From an optimization exercise on the open Yosys and OpenROAD flow, aimed at small area, a short achievable clock period and few clock cycles; shortcuts taken in it are not production practice. Function was checked by simulation only, so behaviour that the tests miss may differ from the original. No activity file was given, so power comes from the tool's default toggle rates.

## run A
## od_client
module od_client (
    input  wire        clk,
    input  wire        rst,
    input  wire        cmd_valid,
    output reg         cmd_ready,
    input  wire        cmd_write,
    input  wire [15:0] cmd_idx,
    input  wire [7:0]  cmd_sub,
    input  wire [2:0]  cmd_wid,
    input  wire        cmd_sgn,
    input  wire [31:0] cmd_val,
    input  wire [31:0] cmd_tmo,
    output reg         tx_valid,
    output reg  [7:0]  tx_data,
    output reg         tx_last,
    input  wire        tx_ready,
    input  wire        txr_valid,
    input  wire        txr_ok,
    output reg         txr_ready,
    input  wire        rx_valid,
    input  wire [7:0]  rx_data,
    output reg         rx_ready,
    input  wire        tick,
    output reg         res_valid,
    output reg  [3:0]  res_kind,
    output reg  [2:0]  res_cause,
    output reg  [31:0] res_info,
    output reg  [31:0] res_val,
    input  wire        res_ready
);
Size in the first run: ~200 I/O pins, roughly 11000 um2 of cells after synthesis.
Settings: LEC_CHECK=0, ABC_AREA=1, CAP_MARGIN=20, CORE_MARGIN=2, CORE_UTILIZATION=55, CTS_BUF_LIST=sky130_fd_sc_hd__clkbuf_8, SETUP_SLACK_MARGIN=2.75, SLEW_MARGIN=20; clock period 5.0 ns.
standard.sh (not shown) runs the stock make flow with config.mk's settings and CLKGATE_MAP_FILE= SYNTH_SCRIPT=/design/flow/synth_recipe.tcl, a recipe that flattens the netlist after the stock synthesis.
==> flow/flow/run.sh <==
#!/bin/bash
# The standard layout, with plain buffers (buf_1) on the ports instead of the
# delay cells that buffer_ports picks by default. Every port still gets its
# own buffer.
set -euo pipefail
bash standard.sh "BUFFER_PORTS_ARGS=-buffer_cell sky130_fd_sc_hd__buf_1" finish > standard.log 2>&1
Testbench counts of run A, summed over its fixed seeds: cycles 7,284.
## Diff of input files: run B against run A
- changing SETUP_SLACK_MARGIN from 2.75 to 2.85
- changing CORE_UTILIZATION from 55 to 45
### Flow results
- The standard cells in run B occupy more silicon area than those in run A do.
- Chip width for run B: about 10% up relative to run A
- [compare] base=run A new=run B: pin count of the biggest net entering global routing moved up; internal power of the cells moved up.
- Comparing power dissipated by switching net loads for run A and run B, the bigger number came from run B.
- Relative to run A, cell count after placement increased by 54 in run B.
- Higher setup slack at placement among run A and run B: run B
- Cmp run B vs run A: wire length higher in run B
- Sequential share of layout area delta for run B relative to run A: 2.6 points lower
[inputs] run C vs run B
- CORE_UTILIZATION: 45 -> 55
Notes after the runs:
- Comparing die area for run C and run B, the smaller number came from run C.
- A path type of the worst setup path of reg2out is what run B shows, while reg2reg belongs to run C.
- Run C — sequential share of layout area 0.55 points higher, run B as reference
- Total cell area at the placement stage: run C vs run B down 0.49%
- Number of stages on the worst setup path: higher on run C
- After detailed routing, run B needs more wire than run C.
- Looking at clock period minus final worst setup slack, run C sits 0.0065 ns below run B.
Here is what was changed in the inputs of run D compared with run C.
- a change of SETUP_SLACK_MARGIN from 2.85 to 2.7
==> summary.txt <==
On hold slack, run D tracks run C almost exactly. Going from run C to run D, half-perimeter wire length of the detailed placement result fell 200 um; area of all sequential standard cells level. Count of clock-buffer cells in the layout came out exactly the same in run D and run C. Relative to run C, number of setup buffers added after CTS has decreased by 18 in run D. [compare] base=run C new=run D: clock period minus final worst setup slack moved up, number of filler instances in the final layout shows an increase of 85.

---

The RTL this note starts from:
==> flow/design.v <==
module crc16_byte (
    input  wire [15:0] crc,
    input  wire [7:0]  din,
    output wire [15:0] nxt
);
    wire [7:0] x = crc[15:8] ^ din;
    wire [7:0] y = x ^ {4'd0, x[7:4]};
    assign nxt = {crc[7:0], 8'd0} ^ {y[3:0], 12'd0} ^ {3'd0, y, 5'd0} ^ {8'd0, y};
endmodule
module od_client (
    input  wire        clk,
    input  wire        rst,
    input  wire        cmd_valid,
    output reg         cmd_ready,
    input  wire        cmd_write,
    input  wire [15:0] cmd_idx,
    input  wire [7:0]  cmd_sub,
    input  wire [2:0]  cmd_wid,
    input  wire        cmd_sgn,
    input  wire [31:0] cmd_val,
    input  wire [31:0] cmd_tmo,
    output reg         tx_valid,
    output reg  [7:0]  tx_data,
    output reg         tx_last,
    input  wire        tx_ready,
    input  wire        txr_valid,
    input  wire        txr_ok,
    output reg         txr_ready,
    input  wire        rx_valid,
    input  wire [7:0]  rx_data,
    output reg         rx_ready,
    input  wire        tick,
    output reg         res_valid,
    output reg  [3:0]  res_kind,
    output reg  [2:0]  res_cause,
    output reg  [31:0] res_info,
    output reg  [31:0] res_val,
    input  wire        res_ready
);
    localparam [7:0] START    = 8'h7E;
    localparam [7:0] ESC      = 8'h7D;
    localparam [7:0] OP_READ  = 8'h01;
    localparam [7:0] OP_WRITE = 8'h02;
    localparam [3:0] K_OK = 4'd0, K_FRAME = 4'd1, K_TIMEOUT = 4'd2,
                     K_PROTO = 4'd3, K_DEVICE = 4'd4, K_WRFAIL = 4'd9,
                     K_CMD = 4'd10;
    localparam [2:0] FE_MARKER = 3'd1, FE_TRUNC = 3'd2, FE_CRC = 3'd4;
    localparam [2:0] PE_OPCODE = 3'd1, PE_SHAPE = 3'd2, PE_WIDTH = 3'd3;
    localparam [2:0] CE_OPERAND = 3'd3;
    localparam [2:0] R_START = 3'd0, R_OPC = 3'd1, R_LEN = 3'd2,
                     R_PAY = 3'd3, R_CLO = 3'd4, R_CHI = 3'd5;
    reg        txing;        
    reg        txend;        
    reg        zpend;        
    reg        wr;
    reg        w1, w2;       
    reg        sgn;
    reg [31:0] tmr;
    reg [3:0]  k;            
    reg        escp;         
    reg [2:0]  rph;
    reg        escf;
    reg        rxany;
    reg [7:0]  rem;          
    reg        opc_bad;
    reg        len_short;
    reg        len_bad;
    reg        lo_ok;
    reg [15:0] crc;
    wire cmd_take = cmd_valid && cmd_ready;
    wire cmd_bad  = !((cmd_wid == 3'd1) || (cmd_wid == 3'd2) || (cmd_wid == 3'd4)) ||
                    (cmd_tmo == 32'd0);
    wire [7:0] cur     = res_info[7:0];
    wire       cur_res = (cur == START) || (cur == ESC);
    wire       tx_adv  = txing && (!tx_valid || tx_ready);
    wire       tx_done = txend && tx_valid && tx_ready;   
    wire rx_take    = rx_valid && rx_ready;
    wire rx_content = (rph != R_START) && (escf || (rx_data != ESC));
    wire rx_body    = rx_content && ((rph == R_OPC) || (rph == R_LEN) || (rph == R_PAY));
    wire pay_a      = rx_content && (rph == R_PAY) && !k[3] && !k[2];
    wire pay_b      = rx_content && (rph == R_PAY) && !k[3] && k[2];
    wire [7:0] fill = {8{sgn & rx_data[7]}};
    wire [15:0] crc_nxt;
    crc16_byte u_crc (.crc(crc), .din(rx_ready ? rx_data : cur), .nxt(crc_nxt));
    wire crc_ok = lo_ok && (crc[15:8] == rx_data);
    wire info_nz  = (res_info != 32'd0);
    wire dev_err  = !opc_bad && !len_short && info_nz;
    wire read_ok  = !opc_bad && !len_short && !info_nz && !len_bad && !wr;
    reg [3:0] pre_kind;
    reg [2:0] pre_cause;
    always @(*) begin
        pre_kind = K_OK; pre_cause = 3'd0;
        if (opc_bad)        begin pre_kind = K_PROTO;  pre_cause = PE_OPCODE; end
        else if (len_short) begin pre_kind = K_PROTO;  pre_cause = PE_SHAPE;  end
        else if (info_nz)   begin pre_kind = K_DEVICE; pre_cause = 3'd0;      end
        else if (len_bad)   begin pre_kind = K_PROTO;  pre_cause = wr ? PE_SHAPE : PE_WIDTH; end
    end
    task fail(input [3:0] kind, input [2:0] cause);
        begin
            zpend     <= 1'b1;
            res_kind  <= kind;
            res_cause <= cause;
            rx_ready  <= 1'b0;
        end
    endtask
    always @(posedge clk) begin
        if (rst) begin
            cmd_ready <= 1'b1;
            txing     <= 1'b0;
            txend     <= 1'b0;
            zpend     <= 1'b0;
            tx_valid  <= 1'b0;
            txr_ready <= 1'b0;
            rx_ready  <= 1'b0;
            res_valid <= 1'b0;
        end else begin
            if (res_valid && res_ready) begin
                res_valid <= 1'b0;
                cmd_ready <= 1'b1;
            end
            if (zpend) begin
                zpend     <= 1'b0;
                res_valid <= 1'b1;
                res_info  <= 32'd0;
                res_val   <= 32'd0;
            end
            if (cmd_take) begin
                cmd_ready <= 1'b0;
                wr        <= cmd_write;
                w1        <= cmd_wid[0];
                w2        <= cmd_wid[1];
                sgn       <= cmd_sgn;
                tmr       <= cmd_tmo;
                res_info  <= {cmd_idx, (cmd_write ? 8'd3 + {5'd0, cmd_wid} : 8'd3),
                              (cmd_write ? OP_WRITE : OP_READ)};
                res_val   <= {cmd_val[23:0], cmd_sub};
                rem       <= cmd_val[31:24];
                k         <= cmd_write ? 4'd7 + {1'b0, cmd_wid} : 4'd7;
                escp      <= 1'b0;
                crc       <= 16'd0;
                tx_data   <= START;
                tx_last   <= 1'b0;
                if (cmd_bad) begin
                    fail(K_CMD, CE_OPERAND);
                end else begin
                    txing    <= 1'b1;
                    tx_valid <= 1'b1;
                end
            end
            if (tx_adv) begin
                tx_valid <= 1'b1;
                if (!escp && cur_res) begin
                    tx_data <= ESC;
                    escp    <= 1'b1;
                end else begin
                    tx_data <= cur;
                    escp    <= 1'b0;
                    k       <= k - 4'd1;
                    if (k >= 4'd3) crc <= crc_nxt;
                    if (k == 4'd3) begin
                        res_info[15:0] <= crc_nxt;
                    end else begin
                        res_info <= {res_val[7:0], res_info[31:8]};
                        res_val  <= {rem, res_val[31:8]};
                    end
                    if (k == 4'd1) begin
                        tx_last <= 1'b1;
                        txing   <= 1'b0;
                        txend   <= 1'b1;
                    end
                end
            end else if (tx_valid && tx_ready) begin
                tx_valid <= 1'b0;
            end
            if (tx_done) begin
                txend     <= 1'b0;
                txr_ready <= 1'b1;
            end
            if (txr_valid && txr_ready) begin
                txr_ready <= 1'b0;
                rph       <= R_START;
                escf      <= 1'b0;
                rxany     <= 1'b0;
                if (txr_ok) rx_ready <= 1'b1;
                else        fail(K_WRFAIL, 3'd0);
            end
            if (rx_ready && (rph == R_CLO || rph == R_CHI)) begin
                res_kind  <= pre_kind;
                res_cause <= pre_cause;
                if (!dev_err) res_info <= 32'd0;
                if (!read_ok) res_val  <= 32'd0;
            end
            if (rx_take) begin
                rxany <= 1'b1;
                if (rph == R_START) begin
                    if (rx_data == START) begin
                        rph  <= R_OPC;
                        crc  <= 16'd0;
                        escf <= 1'b0;
                    end else begin
                        fail(K_FRAME, FE_MARKER);
                    end
                end else begin
                    escf <= !escf && (rx_data == ESC);
                    if (rx_body) crc <= crc_nxt;
                    if (pay_a) res_info <= {rx_data, res_info[31:8]};
                    if (pay_b) begin
                        if (w1)      res_val <= {fill, fill, fill, rx_data};
                        else if (w2) res_val <= {fill, fill, rx_data, res_val[15:8]};
                        else         res_val <= {rx_data, res_val[31:8]};
                    end
                    if (rx_content) begin
                        case (rph)
                        R_OPC: begin
                            opc_bad <= (rx_data != (wr ? OP_WRITE : OP_READ));
                            rph     <= R_LEN;
                        end
                        R_LEN: begin
                            rem       <= rx_data;
                            k         <= 4'd0;
                            len_short <= (rx_data < 8'd4);
                            len_bad   <= (rx_data != (wr ? 8'd4 : w1 ? 8'd5 : w2 ? 8'd6 : 8'd8));
                            rph       <= (rx_data == 8'd0) ? R_CLO : R_PAY;
                        end
                        R_PAY: begin
                            rem <= rem - 8'd1;
                            if (!k[3]) k <= k + 4'd1;
                            if (rem == 8'd1) rph <= R_CLO;
                        end
                        R_CLO: begin
                            lo_ok <= (crc[7:0] == rx_data);
                            rph   <= R_CHI;
                        end
                        default: begin
                            rx_ready <= 1'b0;
                            if (crc_ok) res_valid <= 1'b1;
                            else        fail(K_FRAME, FE_CRC);
                        end
                        endcase
                    end
                end
            end else if (rx_ready && tick) begin
                tmr <= tmr - 32'd1;
                if (tmr == 32'd1) begin
                    if (rxany) fail(K_FRAME, FE_TRUNC);
                    else       fail(K_TIMEOUT, 3'd0);
                end
            end
        end
    end
endmodule
export LEC_CHECK = 0
export CAP_MARGIN = 20
export CORE_MARGIN = 2
export CORE_UTILIZATION = 40
export SLEW_MARGIN = 20
create_clock -name core_clock -period 5.0 [get_ports {clk}]
run.sh (not shown) runs the stock make flow with config.mk's settings and CLKGATE_MAP_FILE= SYNTH_SCRIPT=/design/flow/synth_recipe.tcl, a recipe that flattens the netlist after the stock synthesis.
Stock flow here: none of the scripts above is used.
Testbench counts at the start, summed over its fixed seeds: cycles 7,284.
Edit:
--- a/flow/config.mk
+++ b/flow/config.mk
@@ -10,2 +10,3 @@
 export CORE_UTILIZATION = 40
+export SETUP_SLACK_MARGIN = 2.7
 export SLEW_MARGIN = 20
The changed run went through all stages and came out clean.
Final area climbs by 27%.
Final cell count goes up by 13%.
Hold slack is better by 5.7 ps.
Combinational power increases by 57%.
Area after synthesis does not change.
Die area does not change.
Routed wire length goes up by 26%.
Via count came out higher by 16%.

## separate check: timing with driven ports
Ports are ideal in the flow. The routed layouts listed here were re-timed in OpenROAD. Step 1 sets driving cells, clkbuf_16 on the clock port and buf_2 on the other inputs (assumed; they add their load-dependent delay and slew). Step 2 moves the port delays by t, midway between the first and last clock arrival at a register: inputs arrive t later, outputs are due t later. That takes back most of the time a late clock gives input paths. Slacks: no drivers / after step 1 / after step 2; pairs: no drivers / after step 1.
| run | t, ns | slack for setup (ns) | cell pins on the clock port's net |
|---|---|---|---|
| run A | 0.514 | 2.697 / 2.655 / 2.304 | 1 |
| run B | 0.528 | 2.795 / 2.750 / 2.327 | 1 |
| run C | 0.532 | 2.801 / 2.801 / 2.347 | 1 |
| run D | 0.516 | 2.661 / 2.618 / 2.258 | 1 |
| the first run of note 2 | 0.481 | 1.486 / 1.496 / 1.014 | 1 |
| the second run of note 2 | 0.466 | 2.493 / 2.493 / 2.063 | 1 |
After both steps setup and hold are still met in every run listed. The setup slack of the first run of note 2, which loses most, moves by +0.010 ns with the drivers and by -0.472 ns with both steps.
